This design comes from an exercise in tuning for a short achievable clock period and few clock cycles per item on the open sky130 flow, not from production work. Function was checked by simulation only, so behaviour that the tests miss may differ from the original. Power and IR drop assume default switching activity.

--- run.sh ---
#!/bin/bash
# synth_recipe.tcl (not shown) runs the flow's synth.tcl, then flattens the netlist and writes it again
# the make line also repeats each setting of config.mk as NAME=value (left out here)
make -C /OpenROAD-flow-scripts/flow DESIGN_CONFIG=/design/flow/config.mk WORK_HOME=/design/flow/orfs CLKGATE_MAP_FILE= SYNTH_SCRIPT=/design/flow/synth_recipe.tcl finish
--- config.mk ---
export PLATFORM = sky130hd
export DESIGN_NAME = se_framer
export DESIGN_NICKNAME = se_framer
export VERILOG_FILES = /design/flow/design.v
export SDC_FILE = /design/flow/constraint.sdc
export NUM_CORES = 4
export LEC_CHECK = 0
export CAP_MARGIN = 20
export CORE_MARGIN = 2
export CORE_UTILIZATION = 40
export PLACE_DENSITY = 0.6
export SLEW_MARGIN = 20
--- constraint.sdc ---
create_clock -name core_clock -period 5.0 [get_ports {clk}]
set_input_delay 1.0000 -clock core_clock [delete_from_list [all_inputs] [get_ports {clk}]]
set_output_delay 1.0000 -clock core_clock [all_outputs]
set_load 0.01 [all_outputs]
--- design.v ---
module se_crc16 (
  input  wire        clk,
  input  wire        clear,    
  input  wire        step,     
  input  wire        d,        
  output reg  [15:0] acc
);
  wire [15:0] shifted = {acc[14:0], 1'b0};
  always @(posedge clk) begin
    if (clear)
      acc <= 16'h0000;
    else if (step)
      acc <= (d != acc[15]) ? (shifted ^ 16'h8005) : shifted;
  end
endmodule
module se_framer (
  input  wire        clk,
  input  wire        rst,
  input  wire        cmd_valid,
  output wire        cmd_ready,
  input  wire [1:0]  cmd_op,
  input  wire [7:0]  cmd_len,
  input  wire [7:0]  cmd_opcode,
  input  wire [7:0]  cmd_p1,
  input  wire [15:0] cmd_p2,
  input  wire        in_valid,
  output wire        in_ready,
  input  wire [7:0]  in_data,
  input  wire        in_last,
  output wire        out_valid,
  input  wire        out_ready,
  output wire [7:0]  out_data,
  output wire        res_valid,
  input  wire        res_ready,
  output wire [2:0]  res_err,
  output wire [15:0] res_crc,
  output wire [4:0]  res_attempts
);
  localparam [1:0] OP_CRC  = 2'd0,
                   OP_SEND = 2'd1,
                   OP_RECV = 2'd2;
  localparam [2:0] E_OK     = 3'd0,
                   E_READ   = 3'd1,
                   E_LENGTH = 3'd2,
                   E_CKSUM  = 3'd3,
                   E_INV    = 3'd4,
                   E_PROTO  = 3'd5;
  localparam [7:0] MAX_PAYLOAD   = 8'd248;
  localparam [7:0] MAX_RECV      = 8'd252;
  localparam [4:0] READ_ATTEMPTS = 5'd21;
  localparam [2:0] S_IDLE   = 3'd0,
                   S_FETCH  = 3'd1,   
                   S_CRC    = 3'd2,   
                   S_EMIT   = 3'd3,   
                   S_RNEXT  = 3'd4,   
                   S_RESULT = 3'd5;
  reg [2:0]  state;
  reg [1:0]  op;
  reg [7:0]  len;
  reg [7:0]  opcode;
  reg [7:0]  p1;
  reg [15:0] p2;
  reg [8:0]  idx;        
  reg [8:0]  pos;        
  reg [7:0]  cur;        
  reg        cur_last;   
  reg [2:0]  bitcnt;
  reg        len_ok;     
  reg [7:0]  rx_lo;      
  reg [4:0]  attempts;
  reg [2:0]  err;
  wire        crc_clear = (state == S_IDLE) ||
                          (state == S_RNEXT && pos != k - 9'd1 && cur_last);
  wire        crc_step  = (state == S_CRC);
  wire [15:0] crc;
  se_crc16 u_crc (
    .clk   (clk),
    .clear (crc_clear),
    .step  (crc_step),
    .d     (cur[bitcnt]),
    .acc   (crc)
  );
  wire [8:0] plen = {1'b0, len};
  wire [8:0] k    = plen + 9'd3;      
  assign cmd_ready = (state == S_IDLE);
  reg fetch_in;   
  always @(*) begin
    fetch_in = 1'b0;
    if (state == S_FETCH) begin
      case (op)
        OP_CRC:  fetch_in = 1'b1;
        OP_SEND: fetch_in = (idx >= 9'd6) && (idx < plen + 9'd6);
        OP_RECV: fetch_in = 1'b1;
        default: fetch_in = 1'b0;
      endcase
    end
  end
  assign in_ready = fetch_in;
  assign out_valid    = (state == S_EMIT);
  assign out_data     = cur;
  assign res_valid    = (state == S_RESULT);
  assign res_err      = err;
  assign res_crc      = crc;
  assign res_attempts = attempts;
  always @(posedge clk) begin
    if (rst) begin
      state <= S_IDLE;
    end else begin
      case (state)
        S_IDLE: begin
          if (cmd_valid) begin
            op       <= cmd_op;
            len      <= cmd_len;
            opcode   <= cmd_opcode;
            p1       <= cmd_p1;
            p2       <= cmd_p2;
            idx      <= 9'd0;
            pos      <= 9'd0;
            attempts <= 5'd0;
            err      <= E_OK;
            case (cmd_op)
              OP_CRC:  state <= (cmd_len == 8'd0) ? S_RESULT : S_FETCH;
              OP_SEND: begin
                if (cmd_len > MAX_PAYLOAD) begin
                  err   <= E_INV;
                  state <= S_RESULT;
                end else begin
                  state <= S_FETCH;
                end
              end
              OP_RECV: begin
                if (cmd_len > MAX_RECV) begin
                  err   <= E_INV;
                  state <= S_RESULT;
                end else begin
                  state <= S_FETCH;
                end
              end
              default: begin
                err   <= E_PROTO;
                state <= S_RESULT;
              end
            endcase
          end
        end
        S_FETCH: begin
          bitcnt <= 3'd0;
          case (op)
            OP_CRC: begin
              if (in_valid) begin
                cur   <= in_data;
                state <= S_CRC;
              end
            end
            OP_SEND: begin
              if (idx == 9'd0) begin
                cur   <= 8'h03;                  
                state <= S_EMIT;
              end else if (idx == 9'd1) begin
                cur   <= len + 8'd7;             
                state <= S_CRC;
              end else if (idx == 9'd2) begin
                cur   <= opcode;
                state <= S_CRC;
              end else if (idx == 9'd3) begin
                cur   <= p1;
                state <= S_CRC;
              end else if (idx == 9'd4) begin
                cur   <= p2[7:0];
                state <= S_CRC;
              end else if (idx == 9'd5) begin
                cur   <= p2[15:8];
                state <= S_CRC;
              end else if (idx < plen + 9'd6) begin
                if (in_valid) begin
                  cur   <= in_data;
                  state <= S_CRC;
                end
              end else if (idx == plen + 9'd6) begin
                cur   <= crc[7:0];
                state <= S_EMIT;
              end else begin
                cur   <= crc[15:8];
                state <= S_EMIT;
              end
            end
            default: begin   
              if (in_valid) begin
                cur      <= in_data;
                cur_last <= in_last;
                if (pos == 9'd0)
                  len_ok <= ({1'b0, in_data} == k);
                if (pos < k - 9'd2)
                  state <= S_CRC;                
                else
                  state <= S_RNEXT;              
              end
            end
          endcase
        end
        S_CRC: begin
          bitcnt <= bitcnt + 3'd1;
          if (bitcnt == 3'd7) begin
            case (op)
              OP_CRC: begin
                idx <= idx + 9'd1;
                if (idx + 9'd1 == plen)
                  state <= S_RESULT;
                else
                  state <= S_FETCH;
              end
              OP_SEND: state <= S_EMIT;
              default: state <= S_RNEXT;
            endcase
          end
        end
        S_EMIT: begin
          if (out_ready) begin
            if (idx == plen + 9'd7) begin
              state <= S_RESULT;
            end else begin
              idx   <= idx + 9'd1;
              state <= S_FETCH;
            end
          end
        end
        S_RNEXT: begin
          if (pos == k - 9'd2)
            rx_lo <= cur;
          if (pos == k - 9'd1) begin
            attempts <= attempts + 5'd1;
            if (!len_ok)
              err <= E_LENGTH;
            else if ({cur, rx_lo} != crc)
              err <= E_CKSUM;
            else
              err <= E_OK;
            state <= S_RESULT;
          end else if (cur_last) begin
            attempts <= attempts + 5'd1;
            pos      <= 9'd0;
            if (attempts + 5'd1 == READ_ATTEMPTS) begin
              err   <= E_READ;
              state <= S_RESULT;
            end else begin
              state <= S_FETCH;
            end
          end else begin
            pos   <= pos + 9'd1;
            state <= S_FETCH;
          end
        end
        S_RESULT: begin
          if (res_ready)
            state <= S_IDLE;
        end
        default: state <= S_IDLE;
      endcase
    end
  end
endmodule
==> notes.md <==
Worst EP required -> 4.00 ns
critical path arrival -> 3.74 ns
max cap viols -> 0
Final Max Tran Viols -> 0
core area -> 0.0174 mm²
HPWL after detailed placement -> 15,100 µm
clk sink count -> 108
Synth Warn # -> 2
EDFF count, synth -> 89
First-pass DRT Iterations -> 5
# H-tree levels -> 3
Worst-Margin Slew -> 0.924 ns
top_reg_cell synth -> edfxtp_1
pre-CTS setup slack -> 0.639 ns
Starting DRT DRC Count -> 547
startpoint class of the critical path -> flop
Worst Skew -> 0.00771 ns
slew margin rel. -> 0.379
worst-path maximum fanout -> 13
GP Congestion -> 0.902
pwr dens -> 415 mW/mm²
Mapped Nets -> 809
met1 Usage GRT -> 0.306
post-cts resize count -> 0
largest net degree at the start of global routing -> 32
clock buffer count from CTS -> 9
antenna cells -> 0
vias in the first global route -> 5,569
initial core utilization -> 0.412
post-synthesis cell type count -> 77
CP max stage delay -> 0.68 ns
DRT Wirelength -> 19,700 µm
P_leak -> 0.00307 µW
Critical Path Most Common Cell -> nand2_1
Final min period -> 4.74 ns
met2 usage -> 0.339
final hold vios -> 0
chip width -> 138 µm
met3 usage -> 0.0417
status -> finished clean
CTS tree -> built
Post-DRT Antenna Nets -> 0
fillcell total -> 1,603
Async SR Flop Fraction -> 0
Max Buffers Root-to-Sink -> 2
maximum achievable frequency -> 211 MHz
nets -> 893
min setup slack post-route -> 0.260 ns
Seq/Total Area, Yosys -> 0.425
setup tns final -> 0 ns
critical path, cell by cell -> nand3_2 -> a21o_2 -> or2_2 -> ha_1 -> nand2_1 -> nor2_1 -> a211oi_1 -> nand2_1 -> a211o_1 -> a21oi_1 -> clkdlybuf4s50_1
Synth Instances -> 716
total global-route track usage -> 0.218
ratio of cells with drive above 1 in the final layout -> 0.0795
RSZ-0062 raised after global routing -> no
#FFs+latches synth -> 108
Area Growth Syn to Fin -> 19.8%
WL per Instance -> 19.1 µm
most frequent cells in the layout -> clkdlybuf4s50_1 (92), edfxtp_1 (89), nand2_1 (75), nor2_1 (58), xnor2_1 (46)
Clk Latency, worst-skew pair -> 0.37 ns
gr busiest metal -> met2
Worst IR Drop VDD -> 0.291 mV
vias per cell -> 5.51
die area -> 0.0190 mm²
Cell Area, Placed -> 0.00829 mm²
Final period util -> 0.948
Design Power -> 3570 µW
synthesized area -> 0.00718 mm²
Boundary Pins -> 93
Hold WC Path Type -> flop to flop
Overflow after GRT -> 0
commonest non-fill, non-tap cell in the layout -> clkdlybuf4s50_1
Worst path slowest cell -> edfxtp_1
initial antenna violation count -> 0
first-pass GRT wire length -> 31,300 µm
Rows -> 48
drt drc -> 0
fin area -> 0.00860 mm²
IO buf count -> 92
Setup Viol. Count Final -> 0
hold buffers post-CTS -> 0
chip height -> 138 µm
Root Driver -> clkbuf_16
CTS clock-pin slew for the worst setup and hold paths -> 0.08 ns
DR vias -> 5,679
Avg Inst Size Synth -> 10.0 µm²
crit path kind -> flop to output pin
Worst Setup End Kind -> output pin
## logic make-up (layout without fill, tap and decap cells)
group | count (synthesis) | count (layout) | synth area share
AO/OA/AOI/OAI | 145 | 145 | 0.134
XOR/XNOR | 93 | 93 | 0.125
adder cells (fa/ha/maj) | 36 | 36 | 0.0628
buffers and inverters | 54 | 143 | 0.0370
flip-flops | 108 | 108 | 0.425
multiplexers | 28 | 28 | 0.0431
AND/OR/NAND/NOR | 252 | 252 | 0.173
## power by group
group          switching, µW  internal [µW]  total [µW]
Combinational            836            618        1450
Clock                    376            352         729
Sequential               214           1170        1380
## routing by layer
layer | vias up | part of all wire
met1 | 2696 | 0.47
met2 | 182 | 0.45
met4 | 0 | 0.025
li1 | 2772 | -
met3 | 29 | 0.051
met5 | - | 0
## registers in the layout (all words and copies together) (netlist names), 5 cells and up
register and flops:
rx_lo 8, len 8, opcode 8, idx 9
p1 8, cur 8, pos 9, u_crc.acc 16
p2 16, attempts 5
## final cells by class
class	count	area [µm²]	area share
clock buffer	9	225	0.0262
sequential	108	3050	0.355
tap	225	282	0.0327
clock inverter	7	72.6	0.00844
inverter	25	93.8	0.0109
timing repair buffer	102	1010	0.117
multi-input combinational	554	3860	0.449
## synthesized netlist by cell type, drive strengths merged, types with 6 or more instances
library cell	instances	area, µm²
xnor2	46	403
xor2	43	392
clkbuf	20	106
nor3	14	70.1
edfxtp	89	2670
nor2	61	234
or3	6	42.5
nand2	75	282
nand4	11	68.8
dfxtp	19	380
and2	10	67.6
a31oi	7	43.8
mux2i	23	230
nor4	14	103
a21oi	53	310
o21ai	39	195
inv	24	90.1
and3	11	68.8
ha	36	450
nand2b	10	62.6
nand3	25	130
a211oi	6	45.0
buf	8	53.8
## stage by stage
stage               cells  hold slack [ns]  utilization
detailed placement   1012            0.520        0.476
global route         1030            0.546        0.494
CTS                  1028            0.531        0.493
floorplan             716            0.523            -
global placement     1011            0.509        0.475
finish               1030            0.529        0.494
## repair_timing
item / CTS / global route
setup buffers: 0 / 2
setup endpoints to repair: 0 / 1
endpoints found under the hold margin: 0 / 0
## final timing paths
path	start	endpoint	slack (ns)	cells after the start
max	len[3]	in_ready	0.26	11
min	u_crc.acc[10]	u_crc.acc[11]	0.53	2
max reg2reg	len[1]	state[2]	1.06	15
min reg2reg	u_crc.acc[10]	u_crc.acc[11]	0.53	2
## critical path, delay by kind of cell, from the launching register on
kind	cells	cell delay, ns
DFF	1	0.68
and+or+nand+nor	5	0.73
AOI/OAI and AO/OA	4	1.09
adders and majority gates	1	0.29
buffers and inverters	1	0.57
Testbench counts, summed over its fixed seeds: cycles 395,677, items 40,905.

-- separate check: timing with driven ports --
No port has a modelled driver above. Below, the same layout with a new extraction and two added sets of constraints.
Step 1, drivers: a clkbuf_16 drives clk and a buf_2 each remaining input, both assumed.
Step 2 moves the port delays by t, midway between the first and last clock arrival at a register: inputs arrive t later, outputs are due t later. That takes back most of the time a late clock gives input paths.
Slacks: no drivers / after step 1 / after step 2; pairs: no drivers / after step 1.
t (ns): 0.410
slack for setup (ns): 0.260 / 0.214 / 0.624
hold WS [ns]: 0.529 / 0.529 / 0.529
worst setup path at the end: register to output
worst data-port slew with drivers (ns): 0.04
After both steps this run still meets setup and hold. For this run, drivers alone change the setup slack by -0.046 ns; drivers and shift together by +0.364 ns.
